Source: an optimization exercise on an open RTL-to-GDS flow (aim: small area, a short achievable clock period and few clock cycles). Production flows keep margins and buffers that such runs may drop. Only simulation tests tie the RTL to the original design; equivalence was not proved. No activity file was given, so power comes from the tool's default toggle rates.

## design/flow/design.v

```verilog
module pect_asin (
  input  wire [8:0]  k,
  output reg  [14:0] t,
  output reg  [10:0] d
);
  always @* begin
    case (k)
      9'd0: begin t = 15'd0; d = 11'd57; end
      9'd1: begin t = 15'd57; d = 11'd57; end
      9'd2: begin t = 15'd114; d = 11'd57; end
      9'd3: begin t = 15'd171; d = 11'd58; end
      9'd4: begin t = 15'd229; d = 11'd57; end
      9'd5: begin t = 15'd286; d = 11'd57; end
      9'd6: begin t = 15'd343; d = 11'd58; end
      9'd7: begin t = 15'd401; d = 11'd57; end
      9'd8: begin t = 15'd458; d = 11'd57; end
      9'd9: begin t = 15'd515; d = 11'd58; end
      9'd10: begin t = 15'd573; d = 11'd57; end
      9'd11: begin t = 15'd630; d = 11'd57; end
      9'd12: begin t = 15'd687; d = 11'd58; end
      9'd13: begin t = 15'd745; d = 11'd57; end
      9'd14: begin t = 15'd802; d = 11'd57; end
      9'd15: begin t = 15'd859; d = 11'd58; end
      9'd16: begin t = 15'd917; d = 11'd57; end
      9'd17: begin t = 15'd974; d = 11'd58; end
      9'd18: begin t = 15'd1032; d = 11'd57; end
      9'd19: begin t = 15'd1089; d = 11'd58; end
      9'd20: begin t = 15'd1147; d = 11'd57; end
      9'd21: begin t = 15'd1204; d = 11'd58; end
      9'd22: begin t = 15'd1262; d = 11'd57; end
      9'd23: begin t = 15'd1319; d = 11'd58; end
      9'd24: begin t = 15'd1377; d = 11'd57; end
      9'd25: begin t = 15'd1434; d = 11'd58; end
      9'd26: begin t = 15'd1492; d = 11'd57; end
      9'd27: begin t = 15'd1549; d = 11'd58; end
      9'd28: begin t = 15'd1607; d = 11'd58; end
      9'd29: begin t = 15'd1665; d = 11'd57; end
      9'd30: begin t = 15'd1722; d = 11'd58; end
      9'd31: begin t = 15'd1780; d = 11'd58; end
      9'd32: begin t = 15'd1838; d = 11'd58; end
      9'd33: begin t = 15'd1896; d = 11'd57; end
      9'd34: begin t = 15'd1953; d = 11'd58; end
      9'd35: begin t = 15'd2011; d = 11'd58; end
      9'd36: begin t = 15'd2069; d = 11'd58; end
      9'd37: begin t = 15'd2127; d = 11'd58; end
      9'd38: begin t = 15'd2185; d = 11'd58; end
      9'd39: begin t = 15'd2243; d = 11'd58; end
      9'd40: begin t = 15'd2301; d = 11'd58; end
      9'd41: begin t = 15'd2359; d = 11'd58; end
      9'd42: begin t = 15'd2417; d = 11'd58; end
      9'd43: begin t = 15'd2475; d = 11'd58; end
      9'd44: begin t = 15'd2533; d = 11'd58; end
      9'd45: begin t = 15'd2591; d = 11'd58; end
      9'd46: begin t = 15'd2649; d = 11'd59; end
      9'd47: begin t = 15'd2708; d = 11'd58; end
      9'd48: begin t = 15'd2766; d = 11'd58; end
      9'd49: begin t = 15'd2824; d = 11'd59; end
      9'd50: begin t = 15'd2883; d = 11'd58; end
      9'd51: begin t = 15'd2941; d = 11'd59; end
      9'd52: begin t = 15'd3000; d = 11'd58; end
      9'd53: begin t = 15'd3058; d = 11'd59; end
      9'd54: begin t = 15'd3117; d = 11'd59; end
      9'd55: begin t = 15'd3176; d = 11'd58; end
      9'd56: begin t = 15'd3234; d = 11'd59; end
      9'd57: begin t = 15'd3293; d = 11'd59; end
      9'd58: begin t = 15'd3352; d = 11'd59; end
      9'd59: begin t = 15'd3411; d = 11'd59; end
      9'd60: begin t = 15'd3470; d = 11'd58; end
      9'd61: begin t = 15'd3528; d = 11'd60; end
      9'd62: begin t = 15'd3588; d = 11'd59; end
      9'd63: begin t = 15'd3647; d = 11'd59; end
      9'd64: begin t = 15'd3706; d = 11'd59; end
      9'd65: begin t = 15'd3765; d = 11'd59; end
      9'd66: begin t = 15'd3824; d = 11'd60; end
      9'd67: begin t = 15'd3884; d = 11'd59; end
      9'd68: begin t = 15'd3943; d = 11'd59; end
      9'd69: begin t = 15'd4002; d = 11'd60; end
      9'd70: begin t = 15'd4062; d = 11'd60; end
      9'd71: begin t = 15'd4122; d = 11'd59; end
      9'd72: begin t = 15'd4181; d = 11'd60; end
      9'd73: begin t = 15'd4241; d = 11'd60; end
      9'd74: begin t = 15'd4301; d = 11'd60; end
      9'd75: begin t = 15'd4361; d = 11'd60; end
      9'd76: begin t = 15'd4421; d = 11'd60; end
      9'd77: begin t = 15'd4481; d = 11'd60; end
      9'd78: begin t = 15'd4541; d = 11'd60; end
      9'd79: begin t = 15'd4601; d = 11'd60; end
      9'd80: begin t = 15'd4661; d = 11'd61; end
      9'd81: begin t = 15'd4722; d = 11'd60; end
      9'd82: begin t = 15'd4782; d = 11'd61; end
      9'd83: begin t = 15'd4843; d = 11'd60; end
      9'd84: begin t = 15'd4903; d = 11'd61; end
      9'd85: begin t = 15'd4964; d = 11'd61; end
      9'd86: begin t = 15'd5025; d = 11'd61; end
      9'd87: begin t = 15'd5086; d = 11'd61; end
      9'd88: begin t = 15'd5147; d = 11'd61; end
      9'd89: begin t = 15'd5208; d = 11'd61; end
      9'd90: begin t = 15'd5269; d = 11'd61; end
      9'd91: begin t = 15'd5330; d = 11'd61; end
      9'd92: begin t = 15'd5391; d = 11'd62; end
      9'd93: begin t = 15'd5453; d = 11'd61; end
      9'd94: begin t = 15'd5514; d = 11'd62; end
      9'd95: begin t = 15'd5576; d = 11'd62; end
      9'd96: begin t = 15'd5638; d = 11'd62; end
      9'd97: begin t = 15'd5700; d = 11'd62; end
      9'd98: begin t = 15'd5762; d = 11'd62; end
      9'd99: begin t = 15'd5824; d = 11'd62; end
      9'd100: begin t = 15'd5886; d = 11'd62; end
      9'd101: begin t = 15'd5948; d = 11'd63; end
      9'd102: begin t = 15'd6011; d = 11'd62; end
      9'd103: begin t = 15'd6073; d = 11'd63; end
      9'd104: begin t = 15'd6136; d = 11'd62; end
      9'd105: begin t = 15'd6198; d = 11'd63; end
      9'd106: begin t = 15'd6261; d = 11'd63; end
      9'd107: begin t = 15'd6324; d = 11'd63; end
      9'd108: begin t = 15'd6387; d = 11'd64; end
      9'd109: begin t = 15'd6451; d = 11'd63; end
      9'd110: begin t = 15'd6514; d = 11'd64; end
      9'd111: begin t = 15'd6578; d = 11'd63; end
      9'd112: begin t = 15'd6641; d = 11'd64; end
      9'd113: begin t = 15'd6705; d = 11'd64; end
      9'd114: begin t = 15'd6769; d = 11'd64; end
      9'd115: begin t = 15'd6833; d = 11'd64; end
      9'd116: begin t = 15'd6897; d = 11'd65; end
      9'd117: begin t = 15'd6962; d = 11'd64; end
      9'd118: begin t = 15'd7026; d = 11'd65; end
      9'd119: begin t = 15'd7091; d = 11'd65; end
      9'd120: begin t = 15'd7156; d = 11'd64; end
      9'd121: begin t = 15'd7220; d = 11'd66; end
      9'd122: begin t = 15'd7286; d = 11'd65; end
      9'd123: begin t = 15'd7351; d = 11'd65; end
      9'd124: begin t = 15'd7416; d = 11'd66; end
      9'd125: begin t = 15'd7482; d = 11'd66; end
      9'd126: begin t = 15'd7548; d = 11'd65; end
      9'd127: begin t = 15'd7613; d = 11'd67; end
      9'd128: begin t = 15'd7680; d = 11'd66; end
      9'd129: begin t = 15'd7746; d = 11'd66; end
      9'd130: begin t = 15'd7812; d = 11'd67; end
      9'd131: begin t = 15'd7879; d = 11'd67; end
      9'd132: begin t = 15'd7946; d = 11'd67; end
      9'd133: begin t = 15'd8013; d = 11'd67; end
      9'd134: begin t = 15'd8080; d = 11'd67; end
      9'd135: begin t = 15'd8147; d = 11'd68; end
      9'd136: begin t = 15'd8215; d = 11'd67; end
      9'd137: begin t = 15'd8282; d = 11'd68; end
      9'd138: begin t = 15'd8350; d = 11'd68; end
      9'd139: begin t = 15'd8418; d = 11'd69; end
      9'd140: begin t = 15'd8487; d = 11'd68; end
      9'd141: begin t = 15'd8555; d = 11'd69; end
      9'd142: begin t = 15'd8624; d = 11'd69; end
      9'd143: begin t = 15'd8693; d = 11'd69; end
      9'd144: begin t = 15'd8762; d = 11'd70; end
      9'd145: begin t = 15'd8832; d = 11'd69; end
      9'd146: begin t = 15'd8901; d = 11'd70; end
      9'd147: begin t = 15'd8971; d = 11'd70; end
      9'd148: begin t = 15'd9041; d = 11'd70; end
      9'd149: begin t = 15'd9111; d = 11'd71; end
      9'd150: begin t = 15'd9182; d = 11'd71; end
      9'd151: begin t = 15'd9253; d = 11'd71; end
      9'd152: begin t = 15'd9324; d = 11'd71; end
      9'd153: begin t = 15'd9395; d = 11'd72; end
      9'd154: begin t = 15'd9467; d = 11'd72; end
      9'd155: begin t = 15'd9539; d = 11'd72; end
      9'd156: begin t = 15'd9611; d = 11'd72; end
      9'd157: begin t = 15'd9683; d = 11'd73; end
      9'd158: begin t = 15'd9756; d = 11'd73; end
      9'd159: begin t = 15'd9829; d = 11'd73; end
      9'd160: begin t = 15'd9902; d = 11'd74; end
      9'd161: begin t = 15'd9976; d = 11'd74; end
      9'd162: begin t = 15'd10050; d = 11'd74; end
      9'd163: begin t = 15'd10124; d = 11'd74; end
      9'd164: begin t = 15'd10198; d = 11'd75; end
      9'd165: begin t = 15'd10273; d = 11'd75; end
      9'd166: begin t = 15'd10348; d = 11'd75; end
      9'd167: begin t = 15'd10423; d = 11'd76; end
      9'd168: begin t = 15'd10499; d = 11'd76; end
      9'd169: begin t = 15'd10575; d = 11'd77; end
      9'd170: begin t = 15'd10652; d = 11'd77; end
      9'd171: begin t = 15'd10729; d = 11'd77; end
      9'd172: begin t = 15'd10806; d = 11'd77; end
      9'd173: begin t = 15'd10883; d = 11'd78; end
      9'd174: begin t = 15'd10961; d = 11'd79; end
      9'd175: begin t = 15'd11040; d = 11'd78; end
      9'd176: begin t = 15'd11118; d = 11'd79; end
      9'd177: begin t = 15'd11197; d = 11'd80; end
      9'd178: begin t = 15'd11277; d = 11'd80; end
      9'd179: begin t = 15'd11357; d = 11'd80; end
      9'd180: begin t = 15'd11437; d = 11'd81; end
      9'd181: begin t = 15'd11518; d = 11'd81; end
      9'd182: begin t = 15'd11599; d = 11'd82; end
      9'd183: begin t = 15'd11681; d = 11'd82; end
      9'd184: begin t = 15'd11763; d = 11'd83; end
      9'd185: begin t = 15'd11846; d = 11'd83; end
      9'd186: begin t = 15'd11929; d = 11'd83; end
      9'd187: begin t = 15'd12012; d = 11'd85; end
      9'd188: begin t = 15'd12097; d = 11'd84; end
      9'd189: begin t = 15'd12181; d = 11'd86; end
      9'd190: begin t = 15'd12267; d = 11'd85; end
      9'd191: begin t = 15'd12352; d = 11'd87; end
      9'd192: begin t = 15'd12439; d = 11'd87; end
      9'd193: begin t = 15'd12526; d = 11'd87; end
      9'd194: begin t = 15'd12613; d = 11'd88; end
      9'd195: begin t = 15'd12701; d = 11'd89; end
      9'd196: begin t = 15'd12790; d = 11'd89; end
      9'd197: begin t = 15'd12879; d = 11'd90; end
      9'd198: begin t = 15'd12969; d = 11'd91; end
      9'd199: begin t = 15'd13060; d = 11'd92; end
      9'd200: begin t = 15'd13152; d = 11'd92; end
      9'd201: begin t = 15'd13244; d = 11'd93; end
      9'd202: begin t = 15'd13337; d = 11'd93; end
      9'd203: begin t = 15'd13430; d = 11'd95; end
      9'd204: begin t = 15'd13525; d = 11'd95; end
      9'd205: begin t = 15'd13620; d = 11'd96; end
      9'd206: begin t = 15'd13716; d = 11'd97; end
      9'd207: begin t = 15'd13813; d = 11'd98; end
      9'd208: begin t = 15'd13911; d = 11'd99; end
      9'd209: begin t = 15'd14010; d = 11'd99; end
      9'd210: begin t = 15'd14109; d = 11'd101; end
      9'd211: begin t = 15'd14210; d = 11'd102; end
      9'd212: begin t = 15'd14312; d = 11'd102; end
      9'd213: begin t = 15'd14414; d = 11'd104; end
      9'd214: begin t = 15'd14518; d = 11'd105; end
      9'd215: begin t = 15'd14623; d = 11'd106; end
      9'd216: begin t = 15'd14729; d = 11'd108; end
      9'd217: begin t = 15'd14837; d = 11'd108; end
      9'd218: begin t = 15'd14945; d = 11'd110; end
      9'd219: begin t = 15'd15055; d = 11'd112; end
      9'd220: begin t = 15'd15167; d = 11'd112; end
      9'd221: begin t = 15'd15279; d = 11'd115; end
      9'd222: begin t = 15'd15394; d = 11'd116; end
      9'd223: begin t = 15'd15510; d = 11'd117; end
      9'd224: begin t = 15'd15627; d = 11'd119; end
      9'd225: begin t = 15'd15746; d = 11'd121; end
      9'd226: begin t = 15'd15867; d = 11'd123; end
      9'd227: begin t = 15'd15990; d = 11'd125; end
      9'd228: begin t = 15'd16115; d = 11'd127; end
      9'd229: begin t = 15'd16242; d = 11'd130; end
      9'd230: begin t = 15'd16372; d = 11'd131; end
      9'd231: begin t = 15'd16503; d = 11'd134; end
      9'd232: begin t = 15'd16637; d = 11'd137; end
      9'd233: begin t = 15'd16774; d = 11'd140; end
      9'd234: begin t = 15'd16914; d = 11'd143; end
      9'd235: begin t = 15'd17057; d = 11'd146; end
      9'd236: begin t = 15'd17203; d = 11'd150; end
      9'd237: begin t = 15'd17353; d = 11'd153; end
      9'd238: begin t = 15'd17506; d = 11'd158; end
      9'd239: begin t = 15'd17664; d = 11'd162; end
      9'd240: begin t = 15'd17826; d = 11'd168; end
      9'd241: begin t = 15'd17994; d = 11'd172; end
      9'd242: begin t = 15'd18166; d = 11'd179; end
      9'd243: begin t = 15'd18345; d = 11'd186; end
      9'd244: begin t = 15'd18531; d = 11'd193; end
      9'd245: begin t = 15'd18724; d = 11'd202; end
      9'd246: begin t = 15'd18926; d = 11'd213; end
      9'd247: begin t = 15'd19139; d = 11'd224; end
      9'd248: begin t = 15'd19363; d = 11'd239; end
      9'd249: begin t = 15'd19602; d = 11'd256; end
      9'd250: begin t = 15'd19858; d = 11'd278; end
      9'd251: begin t = 15'd20136; d = 11'd307; end
      9'd252: begin t = 15'd20443; d = 11'd349; end
      9'd253: begin t = 15'd20792; d = 11'd413; end
      9'd254: begin t = 15'd21205; d = 11'd538; end
      9'd255: begin t = 15'd21743; d = 11'd1297; end
      9'd256: begin t = 15'd23040; d = 11'd0; end
      default: begin t = 15'd23040; d = 11'd0; end
    endcase
  end
endmodule
module pect_conv (
  input  wire               clk,
  input  wire               rst,
  input  wire [1:0]         start,
  input  wire [15:0]        h0,
  input  wire [15:0]        l0,
  input  wire [15:0]        off0,
  input  wire [15:0]        sc0,
  input  wire [15:0]        h1,
  input  wire [15:0]        l1,
  input  wire [15:0]        off1,
  input  wire [15:0]        sc1,
  output wire [1:0]         busy,
  output wire [1:0]         res_we,
  output reg  [1:0]         res_ref,
  output reg  [1:0]         res_clamp,
  output reg  [15:0]        res_ang0,
  output reg  [15:0]        res_ang1
);
  wire        bz0, bz1;
  wire [3:0]  ph0, ph1;
  wire [16:0] nn0, nn1;
  wire [49:0] acc0, acc1;
  wire [15:0] dq0, dq1;
  wire        neg0, neg1, ovf0, ovf1, q160, q161;
  assign busy = {bz1, bz0};
  reg  [2:0] mo0, mo1;
  wire need_m0 = |mo0;
  wire need_m1 = |mo1;
  reg  need_t0, need_t1, need_i0, need_i1;
  wire gm = !need_m0;                   
  wire gt = !need_t0;                   
  wire gi = !need_i0;                   
  wire run0 = bz0;
  wire run1 = bz1 && !(need_m1 && need_m0) && !(need_t1 && need_t0) && !(need_i1 && need_i0);
  function [2:0] mo_next;
    input       st, rn;
    input [3:0] p;
    input [2:0] cur;
    begin
      if (st)
        mo_next = 3'b001;
      else if (rn)
        mo_next = (p == 4'd2) ? 3'b010 : (p == 4'd3) ? 3'b100 : 3'b000;
      else
        mo_next = cur;
    end
  endfunction
  always @(posedge clk) begin
    if (rst) begin
      mo0 <= 3'b000;
      mo1 <= 3'b000;
      need_t0 <= 1'b0;
      need_t1 <= 1'b0;
      need_i0 <= 1'b0;
      need_i1 <= 1'b0;
    end else begin
      mo0 <= mo_next(start[0], run0, ph0, mo0);
      mo1 <= mo_next(start[1], run1, ph1, mo1);
      need_t0 <= !start[0] && (run0 ? ph0 == 4'd7 : need_t0);
      need_t1 <= !start[1] && (run1 ? ph1 == 4'd7 : need_t1);
      need_i0 <= !start[0] && (run0 ? ph0 == 4'd9 : need_i0);
      need_i1 <= !start[1] && (run1 ? ph1 == 4'd9 : need_i1);
    end
  end
  wire [2:0]  mop  = gm ? mo1 : mo0;
  wire [16:0] mnn  = gm ? nn1 : nn0;
  wire [49:0] macc = gm ? acc1 : acc0;
  wire [15:0] moff = gm ? off1 : off0;
  wire [15:0] msc  = gm ? sc1 : sc0;
  reg  [16:0] ma;
  reg  [15:0] mb;
  always @* begin
    if (mop[0]) begin           
      ma = mnn;
      mb = moff;
    end else if (mop[1]) begin  
      ma = macc[33:17];
      mb = msc;
    end else begin              
      ma = macc[16:0];
      mb = msc;
    end
  end
  wire [24:0] mpl = ma * mb[7:0];
  wire [24:0] mph = ma * mb[15:8];
  reg  [24:0] rpl, rph;
  reg  [2:0]  rop;
  reg         rctx;
  always @(posedge clk) begin
    if (rst)
      rop <= 3'b000;
    else
      rop <= (need_m0 || need_m1) ? mop : 3'b000;
    rpl  <= mpl;
    rph  <= mph;
    rctx <= gm;
  end
  wire [15:0] mh2   = rctx ? h1 : h0;
  wire [49:0] macc2 = rctx ? acc1 : acc0;
  wire [32:0] mprod = {8'd0, rpl} + {rph, 8'd0};
  wire [49:0] mout  = {17'd0, mprod} + (rop[2] ? {macc2[49:17], 17'd0} : 50'd0);
  wire [34:0] wpos  = {2'b00, mprod} - {3'b000, mh2, 16'd0};
  wire [34:0] wneg  = {3'b000, mh2, 16'd0} - {2'b00, mprod};
  wire        wsgn  = wpos[34];                     
  wire [33:0] wabs  = wsgn ? wneg[33:0] : wpos[33:0];
  wire [1:0]  m2w   = rop[0] ? {rctx, !rctx} : 2'b00;
  wire [1:0]  m2t   = rop[1] ? {rctx, !rctx} : 2'b00;
  wire [1:0]  m2p   = rop[2] ? {rctx, !rctx} : 2'b00;
  wire [15:0] tdq  = gt ? dq1 : dq0;        
  wire        tbig = gt ? ovf1 : ovf0;      
  wire        tk16 = gt ? q161 : q160;      
  wire [8:0]  tk   = tk16 ? 9'd256 : {1'b0, tdq[7:0]};
  wire        tneg = gt ? neg1 : neg0;
  wire [14:0] tt;
  wire [10:0] td;
  pect_asin u_asin (.k(tk), .t(tt), .d(td));
  wire [15:0] tts  = tneg ? -{1'b0, tt} : {1'b0, tt};
  wire [11:0] tds  = tneg ? -{1'b0, td} : {1'b0, td};
  wire [49:0] tab  = {tbig, tneg, 4'd0, tts, tds, 16'd0};
  wire [49:0] iacc = gi ? acc1 : acc0;
  wire [15:0] idq  = gi ? dq1 : dq0;        
  wire signed [24:0] iz = $signed({iacc[43:28], 8'd0}) + $signed(iacc[27:16]) * $signed({1'b0, idq[7:0]}) +
                          $signed({17'd0, {8{iacc[48]}}});
  wire [15:0] ang  = iz[23:8];
  wire        iclamp = iacc[49];
  wire fref0, fok0, fref1, fok1;
  pect_ctx u_c0 (
    .clk(clk), .rst(rst), .start(start[0]), .run(run0), .h(h0), .l(l0),
    .m2w(m2w[0]), .m2t(m2t[0]), .m2p(m2p[0]), .mout(mout), .wabs(wabs), .wsgn(wsgn),
    .tab(tab), .bz(bz0), .ph(ph0), .nn(nn0), .acc(acc0), .dq(dq0),
    .neg(neg0), .ovf(ovf0), .q16(q160), .fin_ref(fref0), .fin_ok(fok0));
  pect_ctx u_c1 (
    .clk(clk), .rst(rst), .start(start[1]), .run(run1), .h(h1), .l(l1),
    .m2w(m2w[1]), .m2t(m2t[1]), .m2p(m2p[1]), .mout(mout), .wabs(wabs), .wsgn(wsgn),
    .tab(tab), .bz(bz1), .ph(ph1), .nn(nn1), .acc(acc1), .dq(dq1),
    .neg(neg1), .ovf(ovf1), .q16(q161), .fin_ref(fref1), .fin_ok(fok1));
  assign res_we = {fref1 || fok1, fref0 || fok0};
  always @(posedge clk) begin
    if (rst) begin
      res_ref   <= 2'b11;
      res_clamp <= 2'b00;
      res_ang0  <= 16'd0;
      res_ang1  <= 16'd0;
    end else begin
      if (res_we[0])
        res_ref[0] <= fref0;
      if (fok0) begin
        res_clamp[0] <= iclamp;
        res_ang0     <= ang;
      end
      if (res_we[1])
        res_ref[1] <= fref1;
      if (fok1) begin
        res_clamp[1] <= iclamp;
        res_ang1     <= ang;
      end
    end
  end
endmodule
module pect_ctx (
  input  wire        clk,
  input  wire        rst,
  input  wire        start,
  input  wire        run,
  input  wire [15:0] h,
  input  wire [15:0] l,
  input  wire        m2w,       
  input  wire        m2t,       
  input  wire        m2p,
  input  wire [49:0] mout,
  input  wire [33:0] wabs,
  input  wire        wsgn,
  input  wire [49:0] tab,
  output reg         bz,
  output reg  [3:0]  ph,
  output reg  [16:0] nn,
  output reg  [49:0] acc,
  output reg  [15:0] dq,
  output reg         neg,
  output reg         ovf,       
  output reg         q16,       
  output wire        fin_ref,
  output wire        fin_ok
);
  reg  [16:0] rem;
  reg  [18:0] n3;
  assign fin_ref = run && !start && ph == 4'd1 && nn == 17'd0;
  assign fin_ok  = run && !start && ph == 4'd10;
  function [18:0] dig;      
    input [16:0] r;
    input [1:0]  b;
    input [16:0] n;
    input [18:0] n3v;
    reg   [18:0] x;
    reg   [19:0] s1, s2, s3;
    begin
      x  = {r, b};
      s1 = {1'b0, x} - {3'b0, n};
      s2 = {1'b0, x} - {2'b0, n, 1'b0};
      s3 = {1'b0, x} - {1'b0, n3v};
      if (!s3[19])      dig = {2'd3, s3[16:0]};
      else if (!s2[19]) dig = {2'd2, s2[16:0]};
      else if (!s1[19]) dig = {2'd1, s1[16:0]};
      else              dig = {2'd0, x[16:0]};
    end
  endfunction
  wire [25:0] r0    = acc[49:24];
  wire        ge    = r0 >= {9'd0, nn};
  wire [25:0] rd    = r0 - {9'd0, nn};
  wire        gt_   = (rd[25:1] != 25'd0) || ({rd[0], acc[23:8]} >= nn);
  wire [18:0] g1    = dig(rem, dq[15:14], nn, n3);
  wire [18:0] g2    = dig(g1[16:0], dq[13:12], nn, n3);
  always @(posedge clk) begin
    if (m2w) begin
      acc[33:0] <= wabs;
      neg       <= !wsgn;
    end
    if (m2t)
      acc[49:17] <= mout[32:0];
    if (m2p) begin
      acc <= mout;
      rem <= mout[40:24];
      dq  <= mout[23:8];
    end
    if (rst) begin
      bz <= 1'b0;
      ph <= 4'd0;
    end else if (start) begin
      bz <= 1'b1;
      ph <= 4'd1;
      nn <= {1'b0, h} + {1'b0, l};
    end else if (run) begin
      ph <= ph + 4'd1;
      case (ph)
        4'd1: begin
          n3 <= {2'b0, nn} + {1'b0, nn, 1'b0};
          if (nn == 17'd0)
            bz <= 1'b0;
        end
        4'd6, 4'd7, 4'd8, 4'd9: begin
          if (ph == 4'd6) begin
            q16 <= ge;
            ovf <= ge && gt_;
          end
          rem <= g2[16:0];
          dq  <= {dq[11:0], g1[18:17], g2[18:17]};
          if (ph == 4'd8)
            acc <= tab;
        end
        4'd10: bz <= 1'b0;
        default: ;
      endcase
    end
  end
endmodule
module pect_channel (
  input  wire               clk,
  input  wire               rst,
  input  wire               edge_valid,
  input  wire               edge_rise,
  input  wire [15:0]        edge_ts,
  input  wire               tick,
  input  wire               res_new,
  input  wire               res_ref,
  input  wire               res_clamp,
  input  wire [15:0]        res_ang,
  input  wire               mean_we,
  input  wire [15:0]        mean_in,
  input  wire               cal_we,
  input  wire [31:0]        cal_wdata,
  input  wire               diag_clr,
  input  wire               conv_ex,      
  input  wire               push_ex,      
  input  wire               push_imm,     
  input  wire               push_ang,     
  input  wire               split_ex,     
  input  wire               split_imm,    
  input  wire [15:0]        imm,
  input  wire               xs_imm,       
  input  wire               xs_ang,       
  input  wire               xs_sum,       
  output wire               chg,
  output wire               settled,
  output reg                ang_eq_pv,
  output reg                mdirty,
  output reg  [18:0]        sum,
  output reg                st_state,
  output reg                st_primed,
  output reg                st_valid,
  output reg  [15:0]        rise_ts,
  output reg  [15:0]        fall_ts,
  output reg  [15:0]        dur_high,
  output reg  [15:0]        dur_low,
  output reg  [15:0]        cal_off,
  output reg  [15:0]        cal_scale,
  output reg  [15:0]        angle,
  output reg  [15:0]        div0_cnt,
  output reg  [15:0]        clamp_cnt,
  output reg  [2:0]         wptr,
  output reg  [15:0]        win0,
  output reg  [15:0]        win1,
  output reg  [15:0]        win2,
  output reg  [15:0]        win3,
  output reg  [15:0]        win4,
  output reg  [15:0]        mean,
  output reg  [8:0]         ht,
  output reg  [6:0]         pwm_cnt,
  output reg                pwm_out
);
  reg  [18:0] s2;
  reg         unset;
  reg  [2:0]  xs_r;
  wire cap_rise = edge_valid && edge_rise && !st_state;
  wire cap_fall = edge_valid && !edge_rise && st_state;
  assign chg     = (cap_rise && st_primed) || cal_we;
  assign settled = !unset && ({xs_imm, xs_ang, xs_sum} == xs_r);
  wire [15:0] pv = res_ref ? angle : res_ang;
  reg  [15:0] wsel;
  always @* begin
    case (wptr)
      3'd0: wsel = win0;
      3'd1: wsel = win1;
      3'd2: wsel = win2;
      3'd3: wsel = win3;
      default: wsel = win4;
    endcase
  end
  wire [15:0] xv   = xs_imm ? imm : xs_ang ? angle : xs_sum ? wsel : pv;
  wire [18:0] s2_d = sum - {{3{wsel[15]}}, wsel} + {{3{xv[15]}}, xv};
  wire [18:0] fx   = s2;
  wire [10:0] fw   = fx[18:8] + 11'd640 + (fx[18] ? {10'd2, fx[7:0] != 8'd0} : 11'd0);
  wire [21:0] fq   = fw * 11'd1639 + 22'd3555328;
  wire [8:0]  ht_s = fq[21:13];
  wire [7:0]  dq   = imm[15:8] + {7'd0, imm[15] && (imm[7:0] != 8'd0)};
  wire [8:0]  ht_i = {dq[7], dq} + 9'd50;
  wire [15:0] pval = push_imm ? imm : (push_ang ? angle : pv);
  wire [6:0]  n    = pwm_cnt + 7'd1;
  wire        n_le = $signed({2'b00, n}) <= $signed(ht);
  wire        n_ge = n >= 7'd100;
  always @(posedge clk) begin
    if (rst) begin
      st_state   <= 1'b0;
      st_primed  <= 1'b0;
      st_valid   <= 1'b0;
      rise_ts    <= 16'd0;
      fall_ts    <= 16'd0;
      dur_high   <= 16'd0;
      dur_low    <= 16'd0;
      cal_off    <= 16'h8000;
      cal_scale  <= 16'h0800;
      angle      <= 16'd0;
      div0_cnt   <= 16'd0;
      clamp_cnt  <= 16'd0;
      wptr       <= 3'd0;
      win0       <= 16'd0;
      win1       <= 16'd0;
      win2       <= 16'd0;
      win3       <= 16'd0;
      win4       <= 16'd0;
      mean       <= 16'd0;
      ht         <= 9'd50;
      pwm_cnt    <= 7'd0;
      pwm_out    <= 1'b0;
      sum        <= 19'd0;
      s2         <= 19'd0;
      unset      <= 1'b0;
      xs_r       <= 3'b000;
      mdirty     <= 1'b0;
      ang_eq_pv  <= 1'b1;
    end else begin
      if (cap_rise) begin
        if (st_primed) begin
          dur_high <= fall_ts - rise_ts;
          dur_low  <= edge_ts - fall_ts;
          st_valid <= 1'b1;
        end
        rise_ts   <= edge_ts;
        st_primed <= 1'b1;
        st_state  <= 1'b1;
      end else if (cap_fall) begin
        fall_ts  <= edge_ts;
        st_state <= 1'b0;
      end
      if (cal_we) begin
        cal_scale <= cal_wdata[31:16];
        cal_off   <= cal_wdata[15:0];
      end
      if (conv_ex && !res_ref)
        angle <= res_ang;
      if (diag_clr) begin
        div0_cnt  <= 16'd0;
        clamp_cnt <= 16'd0;
      end else if (conv_ex) begin
        if (res_ref && div0_cnt != 16'hFFFF)
          div0_cnt <= div0_cnt + 16'd1;
        if (!res_ref && res_clamp && clamp_cnt != 16'hFFFF)
          clamp_cnt <= clamp_cnt + 16'd1;
      end
      if (conv_ex)
        ang_eq_pv <= 1'b1;
      else if (res_new)
        ang_eq_pv <= 1'b0;
      if (push_ex) begin
        case (wptr)
          3'd0: win0 <= pval;
          3'd1: win1 <= pval;
          3'd2: win2 <= pval;
          3'd3: win3 <= pval;
          default: win4 <= pval;
        endcase
        wptr <= (wptr == 3'd4) ? 3'd0 : wptr + 3'd1;
        sum  <= s2;
      end
      s2    <= s2_d;
      xs_r  <= {xs_imm, xs_ang, xs_sum};
      unset <= push_ex || res_new;
      if (push_ex)
        mdirty <= 1'b1;
      else if (mean_we)
        mdirty <= 1'b0;
      if (mean_we)
        mean <= mean_in;
      if (split_ex)
        ht <= split_imm ? ht_i : ht_s;
      if (tick) begin
        if (n_le)
          pwm_out <= 1'b1;
        else if (!n_ge)
          pwm_out <= 1'b0;
        pwm_cnt <= n_ge ? 7'd0 : n;
      end
    end
  end
endmodule
module pect (
  input  wire        clk,
  input  wire        rst,
  input  wire [1:0]  edge_valid,
  input  wire [1:0]  edge_rise,
  input  wire [15:0] edge_ts0,
  input  wire [15:0] edge_ts1,
  input  wire        tick,
  input  wire        host_valid,
  input  wire        host_write,
  input  wire [8:0]  host_addr,
  input  wire [31:0] host_wdata,
  output wire        host_ready,
  output reg         host_done,
  output reg  [31:0] host_rdata,
  output wire [1:0]  arm_pol,
  output wire [1:0]  pwm_out
);
  localparam S_IDLE = 2'd0, S_EXEC = 2'd1, S_RDW = 2'd2;
  reg  [1:0]  state;
  reg         xcnt;         
  reg         illegal;
  reg  [6:0]  op_widx;
  reg  [31:0] op_wdata;
  wire        acc      = host_valid && host_ready;
  wire [6:0]  widx     = host_addr[8:2];
  wire        a_ch0    = (widx[6:5] == 2'b01);
  wire        a_ch1    = (widx[6:5] == 2'b10);
  wire [4:0]  roff     = widx[4:0];
  function [7:0] dec;        
    input [31:0] w;
    reg r0, i0, ch;
    reg [3:0] op;
    begin
      op = w[31:28]; ch = w[27];
      r0 = (w[26:16] == 11'd0); i0 = (w[15:0] == 16'd0);
      dec[6] = op == 4'h0 && !ch && i0;
      dec[5] = op == 4'h3 && i0;
      dec[4] = op == 4'h9 && i0;
      dec[3] = op == 4'h4 && i0;
      dec[2] = op == 4'h5;
      dec[1] = op == 4'h6 && i0;
      dec[0] = op == 4'h7;
      dec[7] = r0 && (dec[6:0] != 7'd0);
    end
  endfunction
  wire [7:0]  fd       = dec(host_wdata);
  wire        f_ch     = host_wdata[27];
  wire        f_cmd    = acc && host_write && (widx == 7'd0) && fd[7];
  reg  [7:0]  sd;                    
  reg         op_cmd;                
  wire        s_ch     = op_wdata[27];
  wire        s_on     = (state == S_EXEC);
  wire        s_cmd    = s_on && op_cmd;
  wire        s_a_ch0  = (op_widx[6:5] == 2'b01);
  wire        s_a_ch1  = (op_widx[6:5] == 2'b10);
  wire        ch_state  [0:1];
  wire        ch_primed [0:1];
  wire        ch_valid  [0:1];
  wire [15:0] ch_rise   [0:1];
  wire [15:0] ch_fall   [0:1];
  wire [15:0] ch_dh     [0:1];
  wire [15:0] ch_dl     [0:1];
  wire [15:0] ch_off    [0:1];
  wire [15:0] ch_sc     [0:1];
  wire [15:0] ch_angle  [0:1];
  wire [15:0] ch_div0   [0:1];
  wire [15:0] ch_clamp  [0:1];
  wire [2:0]  ch_wptr   [0:1];
  wire [15:0] ch_win0   [0:1];
  wire [15:0] ch_win1   [0:1];
  wire [15:0] ch_win2   [0:1];
  wire [15:0] ch_win3   [0:1];
  wire [15:0] ch_win4   [0:1];
  wire [15:0] ch_mean   [0:1];
  wire [8:0]  ch_ht     [0:1];
  wire [6:0]  ch_cnt    [0:1];
  wire        ch_pwm    [0:1];
  wire        ch_chg    [0:1];
  wire        ch_settled[0:1];
  wire        ch_aeq    [0:1];
  reg  [1:0]  pend;
  wire [1:0]  cv_busy, cv_we, cv_ref, cv_clamp;
  wire [15:0] cv_ang0, cv_ang1;
  wire        rdy0  = !pend[0] && !cv_busy[0];
  wire        rdy1  = !pend[1] && !cv_busy[1];
  pect_conv u_conv (
    .clk       (clk),
    .rst       (rst),
    .start     (pend),
    .h0        (ch_dh[0]),
    .l0        (ch_dl[0]),
    .off0      (ch_off[0]),
    .sc0       (ch_sc[0]),
    .h1        (ch_dh[1]),
    .l1        (ch_dl[1]),
    .off1      (ch_off[1]),
    .sc1       (ch_sc[1]),
    .busy      (cv_busy),
    .res_we    (cv_we),
    .res_ref   (cv_ref),
    .res_clamp (cv_clamp),
    .res_ang0  (cv_ang0),
    .res_ang1  (cv_ang1)
  );
  always @(posedge clk) begin
    if (rst)
      pend <= 2'b00;
    else
      pend <= {ch_chg[1], ch_chg[0]};
  end
  wire        ch_md  [0:1];
  wire [18:0] ch_sum [0:1];
  wire        msel  = !ch_md[0];
  wire [18:0] msum  = ch_sum[msel];
  wire [36:0] mprod = msum[17:0] * 19'd52429 + {msum[18] ? 15'd13108 : 15'd0, 18'd0};
  wire [15:0] mq    = mprod[33:18];
  wire        rdy   [0:1];
  assign rdy[0] = rdy0;
  assign rdy[1] = rdy1;
  wire        f_ok  = fd[6] ||
                      (fd[5] && rdy[f_ch]) ||
                      (fd[4] && rdy[f_ch] && ch_settled[f_ch]) ||
                      (fd[3] && ch_aeq[f_ch] && ch_settled[f_ch]);
  wire        f_go  = f_cmd && f_ok;
  wire        s_ok  = !sd[7] || sd[6] || sd[0] ||
                      (sd[1] && xcnt && ch_settled[s_ch]) ||
                      (sd[5] && rdy[s_ch]) ||
                      (sd[4] && rdy[s_ch] && ch_settled[s_ch]) ||
                      ((sd[3] || sd[2]) && xcnt && ch_settled[s_ch]);
  wire        s_go  = s_cmd && s_ok;
  wire        s_fin = s_on && (!op_cmd || s_ok);
  genvar c;
  generate
    for (c = 0; c < 2; c = c + 1) begin : g_ch
      wire f_here = f_go && (f_ch == c);
      wire s_here = s_go && sd[7] && (s_ch == c);
      wire s_reg  = s_on && (c == 0 ? s_a_ch0 : s_a_ch1);
      pect_channel u_ch (
        .clk          (clk),
        .rst          (rst),
        .edge_valid   (edge_valid[c]),
        .edge_rise    (edge_rise[c]),
        .edge_ts      (c == 0 ? edge_ts0 : edge_ts1),
        .tick         (tick),
        .res_new      (cv_we[c]),
        .res_ref      (cv_ref[c]),
        .res_clamp    (cv_clamp[c]),
        .res_ang      (c == 0 ? cv_ang0 : cv_ang1),
        .mean_we      (ch_md[c] && (msel == c)),
        .mean_in      (mq),
        .cal_we       (s_reg && op_widx[4:0] == 5'd6),
        .cal_wdata    (op_wdata),
        .diag_clr     (s_reg && op_widx[4:0] == 5'd15),
        .conv_ex      ((f_here && (fd[5] || fd[4])) || (s_here && (sd[5] || sd[4]))),
        .push_ex      ((f_here && (fd[4] || fd[3])) || (s_here && (sd[4] || sd[3] || sd[2]))),
        .push_imm     (s_on && sd[2]),
        .push_ang     (s_on && sd[3]),
        .split_ex     ((f_here && fd[4]) || (s_here && (sd[4] || sd[1] || sd[0]))),
        .split_imm    (s_on && sd[0]),
        .imm          (op_wdata[15:0]),
        .xs_imm       (s_cmd && sd[2] && (s_ch == c)),
        .xs_ang       (s_cmd && sd[3] && (s_ch == c)),
        .xs_sum       (s_cmd && sd[1] && (s_ch == c)),
        .chg          (ch_chg[c]),
        .settled      (ch_settled[c]),
        .ang_eq_pv    (ch_aeq[c]),
        .mdirty       (ch_md[c]),
        .sum          (ch_sum[c]),
        .st_state     (ch_state[c]),
        .st_primed    (ch_primed[c]),
        .st_valid     (ch_valid[c]),
        .rise_ts      (ch_rise[c]),
        .fall_ts      (ch_fall[c]),
        .dur_high     (ch_dh[c]),
        .dur_low      (ch_dl[c]),
        .cal_off      (ch_off[c]),
        .cal_scale    (ch_sc[c]),
        .angle        (ch_angle[c]),
        .div0_cnt     (ch_div0[c]),
        .clamp_cnt    (ch_clamp[c]),
        .wptr         (ch_wptr[c]),
        .win0         (ch_win0[c]),
        .win1         (ch_win1[c]),
        .win2         (ch_win2[c]),
        .win3         (ch_win3[c]),
        .win4         (ch_win4[c]),
        .mean         (ch_mean[c]),
        .ht           (ch_ht[c]),
        .pwm_cnt      (ch_cnt[c]),
        .pwm_out      (ch_pwm[c])
      );
      assign arm_pol[c] = ch_state[c];
      assign pwm_out[c] = ch_pwm[c];
    end
  endgenerate
  reg [31:0] rd;
  reg        rch;
  reg [15:0] lt;
  always @* begin
    rd  = 32'd0;
    rch = a_ch1;
    lt  = 16'd100 - {{7{ch_ht[rch][8]}}, ch_ht[rch]};
    if (widx == 7'd1)
      rd = {31'd0, illegal};
    else if (a_ch0 || a_ch1) begin
      case (roff)
        5'd0:  rd = {29'd0, ch_valid[rch], ch_primed[rch], ch_state[rch]};
        5'd1:  rd = {16'd0, ch_rise[rch]};
        5'd2:  rd = {16'd0, ch_fall[rch]};
        5'd3:  rd = {ch_dh[rch], ch_dl[rch]};
        5'd4:  rd = {16'd0, ch_dh[rch]};
        5'd5:  rd = {16'd0, ch_dl[rch]};
        5'd6:  rd = {ch_sc[rch], ch_off[rch]};
        5'd7:  rd = {{16{ch_angle[rch][15]}}, ch_angle[rch]};
        5'd8:  rd = {{16{ch_mean[rch][15]}}, ch_mean[rch]};
        5'd9:  rd = {29'd0, ch_wptr[rch]};
        5'd10: rd = {{16{ch_win0[rch][15]}}, ch_win0[rch]};
        5'd11: rd = {{16{ch_win1[rch][15]}}, ch_win1[rch]};
        5'd12: rd = {{16{ch_win2[rch][15]}}, ch_win2[rch]};
        5'd13: rd = {{16{ch_win3[rch][15]}}, ch_win3[rch]};
        5'd14: rd = {{16{ch_win4[rch][15]}}, ch_win4[rch]};
        5'd15: rd = {ch_clamp[rch], ch_div0[rch]};
        5'd16: rd = {{7{ch_ht[rch][8]}}, ch_ht[rch], lt};
        5'd17: rd = {23'd0, ch_pwm[rch], 1'b0, ch_cnt[rch]};
        default: rd = 32'd0;
      endcase
    end
  end
  assign host_ready = (state == S_IDLE);
  wire   rd_wait    = !host_write && (a_ch0 || a_ch1) && (roff == 5'd8) && ch_md[a_ch1];
  always @(posedge clk) begin
    if (rst) begin
      state      <= S_IDLE;
      xcnt       <= 1'b0;
      illegal    <= 1'b0;
      op_widx    <= 7'd0;
      op_wdata   <= 32'd0;
      op_cmd     <= 1'b0;
      sd         <= 8'd0;
      host_done  <= 1'b0;
      host_rdata <= 32'd0;
    end else begin
      host_done <= 1'b0;
      if (s_cmd && !sd[7])
        illegal <= 1'b1;
      else if (s_on && op_widx == 7'd1 && op_wdata[0])
        illegal <= 1'b0;
      if (state == S_IDLE) begin
        xcnt <= 1'b0;
        if (acc) begin
          host_rdata <= rd;
          op_widx    <= widx;
          op_wdata   <= host_wdata;
          op_cmd     <= (widx == 7'd0);
          sd         <= fd;
          if (rd_wait)
            state <= S_RDW;
          else if (!host_write || f_go)
            host_done <= 1'b1;
          else
            state <= S_EXEC;
        end
      end else if (state == S_RDW) begin
        if (!ch_md[op_widx[6]]) begin
          host_rdata <= {{16{ch_mean[op_widx[6]][15]}}, ch_mean[op_widx[6]]};
          host_done  <= 1'b1;
          state      <= S_IDLE;
        end
      end else begin
        xcnt <= 1'b1;
        if (s_fin) begin
          host_done <= 1'b1;
          state     <= S_IDLE;
        end
      end
    end
  end
endmodule
```

## design/flow/run.sh

```bash
#!/bin/bash
# synth_recipe.tcl (not shown) runs the flow's synth.tcl, then flattens the netlist and writes it again
# the make line also repeats each setting of config.mk as NAME=value (left out here)
make -C /OpenROAD-flow-scripts/flow DESIGN_CONFIG=/design/flow/config.mk WORK_HOME=/design/flow/orfs CLKGATE_MAP_FILE= SYNTH_SCRIPT=/design/flow/synth_recipe.tcl finish
```

## design/flow/config.mk

```make
export PLATFORM = sky130hd
export DESIGN_NAME = pect
export DESIGN_NICKNAME = pect
export VERILOG_FILES = /design/flow/design.v
export SDC_FILE = /design/flow/constraint.sdc
export NUM_CORES = 4
export LEC_CHECK = 0
export ABC_CLOCK_PERIOD_IN_PS = 3500
export CAP_MARGIN = 20
export CORE_MARGIN = 2
export CORE_UTILIZATION = 40
export SLEW_MARGIN = 20
export SYNTH_MEMORY_MAX_BITS = 16384
```

## design/flow/constraint.sdc

```tcl
create_clock -name core_clock -period 18.0 [get_ports {clk}]
set_input_delay 3.6000 -clock core_clock [delete_from_list [all_inputs] [get_ports {clk}]]
set_output_delay 3.6000 -clock core_clock [all_outputs]
set_load 0.01 [all_outputs]
```

==> flow_summary.ini <==
[outcome]
status = finished clean

[clock_network]
clock_path_buffers = 3
clkTransAtPathRegs_ns = 0.06
insertion_delay_ns = 0.84
htree_levels = 4
cts_tree = built
cts-resized-gates = 0
numCtsBuffers = 134
root_buffer = clkbuf_16
hold_buffers = 0
cts_setup_buffers = 0
clock_sinks = 1055

[detailed_routing]
routed_wl_um = 443300
viasPerCell = 6.011
vias = 100400
drc_errors = 0
first_pass_iters = 7
wl_per_cell_um = 26.53
drtIter0Drc = 11660
ant_nets = 0

[timing]
slew_viol_final = 0
clock_skew_ns = 0.04956
timing.hold.ws_ns = 0.4511
slew_headroom_pct = 8.395
setup_violations = 0
rsz0062_at_grt = no
finalSetupTns_ns = 0
worst_slack_ns = 9.119
period_share_pct = 49.34
max_freq_mhz = 112.6
tightest_slew_ns = 1.360
period_minus_slack_ns = 8.881
hold_viol_final = 0

[power]
irDropWorstVdd_mv = 1.153
leakage_uw = 0.04769
p_total_uw = 18750
powerDensity_mw_per_mm2 = 165.3

[global_routing]
grt_pass1_vias = 93480
grt_use_total_pct = 32.55
gr-total-overflow = 0
grt_start_max_net_pins = 102
antenna_found_initial = 28
grt_pass1_wl_um = 641100

[synth]
synth-seq-cells = 1055
synth.most_common_cell = nand2_1
yosys.area.top_type = dfxtp_1
synth_edf_count = 78
synth-main-ff-cell = dfxtp_1
synth_commonest_cells = 1709 x nand2_1, 1190 x inv_1, 1053 x nor2_1
netlist_area_mm2 = 0.1038
ys_warn_count = 5
syn_area_per_cell_um2 = 7.783
yosysSeqAreaShare_pct = 21.10
synth_top_area_share_pct = 18.84
ys_top_cells_by_area = dfxtp_1 19%, ha_1 13%, fa_1 9.8%
synth_cell_type_count = 122
syn-num-nets = 14970
syn_inst = 13340
async_flop_share_pct = 0

[placed_design]
portBuffers = 117
hpwl_um = 342200
post-place-ws_ns = 8.820
finalWeightedCongestion = 1.070

[final_layout]
area_delta_synth_final_pct = 9.313
fillCellCount = 26440
drive_gt1_share_pct = 5.581
fin_nets = 14820

[floorplan]
die_width_um = 513.4
start_util_pct = 40.11
core_mm2 = 0.2588
die_area_mm2 = 0.2636
die_h_um = 513.4
pin_count = 120
rows = 187

[critical_path]
cp.arrival_ns = 9.50
worst-setup-path-type = reg -> reg
reg2regPathDepth = 22
worstPathRequired_ns = 18.62
startpoint_type = flip-flop
cp_max_fo = 17
cp-end-kind = flip-flop

[flow_run]
cap_violations = 0

[min_path]
hold_depth = 2
hold_path.class = reg -> reg
[cells by family (layout without fill, tap and decap cells)]
logic type / after synthesis / count (layout) / share of synthesized area, %
compound gates: 3491 / 3491 / 21.24
simple gates: 4374 / 4374 / 19.40
other cells: 0 / 11 / 0
fa+ha+maj: 1548 / 1548 / 22.32
mux: 431 / 431 / 4.305
flops: 1055 / 1055 / 21.10
xor+xnor: 553 / 553 / 4.666
buf+inv: 1886 / 1844 / 6.975
[state kept, by name, summed over array words and instances, names as in the netlist, 38 cells and up]
signal	flops
u_conv.u_c0.acc	50
u_conv.u_c1.acc	50
g_ch.u_ch.sum	38
g_ch.u_ch.s2	38
[report_power, final]
group          leakage (uW)  switching [uW]  total (uW)  internal (uW)
logic                0.0369            8250       12900           4660
clock network       0.00222            1200        2870           1670
registers           0.00859             424        2980           2550
total                0.0477            9880       18800           8880
[area by class of cell]
cell class / count / area [um^2] / share of cell area (%)
clock inverter: 56 / 805.8 / 0.7101
inverter: 1203 / 4516 / 3.979
antenna: 11 / 27.53 / 0.02426
sequential: 1055 / 21910 / 19.31
timing repair buffer: 397 / 3278 / 2.889
clock buffer: 188 / 3779 / 3.330
multi-input combinational: 10400 / 74900 / 66.01
tap: 3402 / 4257 / 3.751
[final timing paths]
path	start	endpoint	slack, ns
setup reg to reg	u_conv.u_c1.nn[2]	u_conv.u_c1.rem[12]	9.12
hold reg to reg	g_ch[1].u_ch.sum[3]	g_ch[1].u_ch.sum[3]	0.45
hold / removal	g_ch[1].u_ch.sum[3]	g_ch[1].u_ch.sum[3]	0.45
setup / recovery	u_conv.u_c1.nn[2]	u_conv.u_c1.rem[12]	9.12
[per-stage QoR]
step	utilization [%]	cells	instance area, um^2
after floorplan	-	13340	103800
after global placement	42.06	16450	108800
after detailed placement	42.06	16450	108800
after CTS	43.83	16700	113400
after global routing	43.84	16700	113500
final	43.85	16710	113500
[layout by cell type, fill, tap and decap left out, types with 88 or more instances in the layout]
cell             Yosys  final
dfxtp_1            977    973
a21oi_1            994    990
and3_1             118    118
ha_1              1042   1041
nand2b_1           272    270
inv_1             1190   1189
a211oi_1           147    147
xnor2_1            355    354
clkdlybuf4s50_1      0    116
o21a_1             121    120
nor2b_1            148    147
nor2_1            1053   1043
xor2_1             198    196
nand4_1             88     88
nor3_1             287    283
mux2i_1            343    338
buf_4               14    280
o21ai_0            790    779
a21o_1             159    159
fa_1               506    506
nand2_1           1709   1706
a22oi_1            152    152
nand3_1            300    298
a31oi_1            161    161
clkbuf_16            0    136
o22ai_1            140    140
[worst max-delay path, cell delays in order (launching register included)]
cell and delay [ns]:
edfxtp_1 0.86, inv_1 0.45, ha_1 0.50, o2111ai_1 0.18
nand3_1 0.32, nand4b_1 0.16, a21boi_0 0.69, nor2_1 0.08
buf_4 0.24, mux2_2 0.24, o21ai_0 0.06, o21ai_0 0.56
ha_1 0.38, a21o_1 0.20, a21oi_1 0.27, o211ai_1 0.20
a21oi_1 0.30, or3_1 0.18, a41oi_1 0.11, nor2_1 0.51
nand4bb_1 0.80, nor2_1 1.13, a221oi_1 0.22
[metal layers]
metal / GRT usage (%) / routed length [um] / up-vias
met5: 0 / 151 / -
met3: 8.427 / 47130 / 1105
met1: 43.16 / 183500 / 48050
met4: 18.23 / 29510 / 22
met2: 47.82 / 183000 / 4996
li1: - / - / 46260
Testbench counts, summed over its fixed seeds: cycles 12,620.

port drivers added, routing unchanged:
Ports are ideal in the flow. The routed layout listed here was re-timed in OpenROAD.
Step 1 (the two cells are an assumption about what drives the block):
set clk [get_ports {clk}]
set_driving_cell -lib_cell sky130_fd_sc_hd__clkbuf_16 $clk
set_driving_cell -lib_cell sky130_fd_sc_hd__buf_2 [delete_from_list [all_inputs] $clk]
Step 2 adds t to the input delays and takes it off the output delays; t is the mean of the earliest and latest rising clock arrival at the registers after step 1. Input paths then give back, and output paths get back, about the clock's delay inside the block.
a / b / c = no drivers / after step 1 / after step 2; a / b = the first two.
t (ns): 0.917
setup slack, ns: 9.119 / 9.119 / 8.608
worst setup path after step 2: input to register
clock arrival spread, ns: 0.050 / 0.050
pins driven straight from the clock port: 1
After both steps this run still meets setup and hold. For this run, drivers alone change the setup slack by 0.000 ns; drivers and shift together by -0.511 ns.
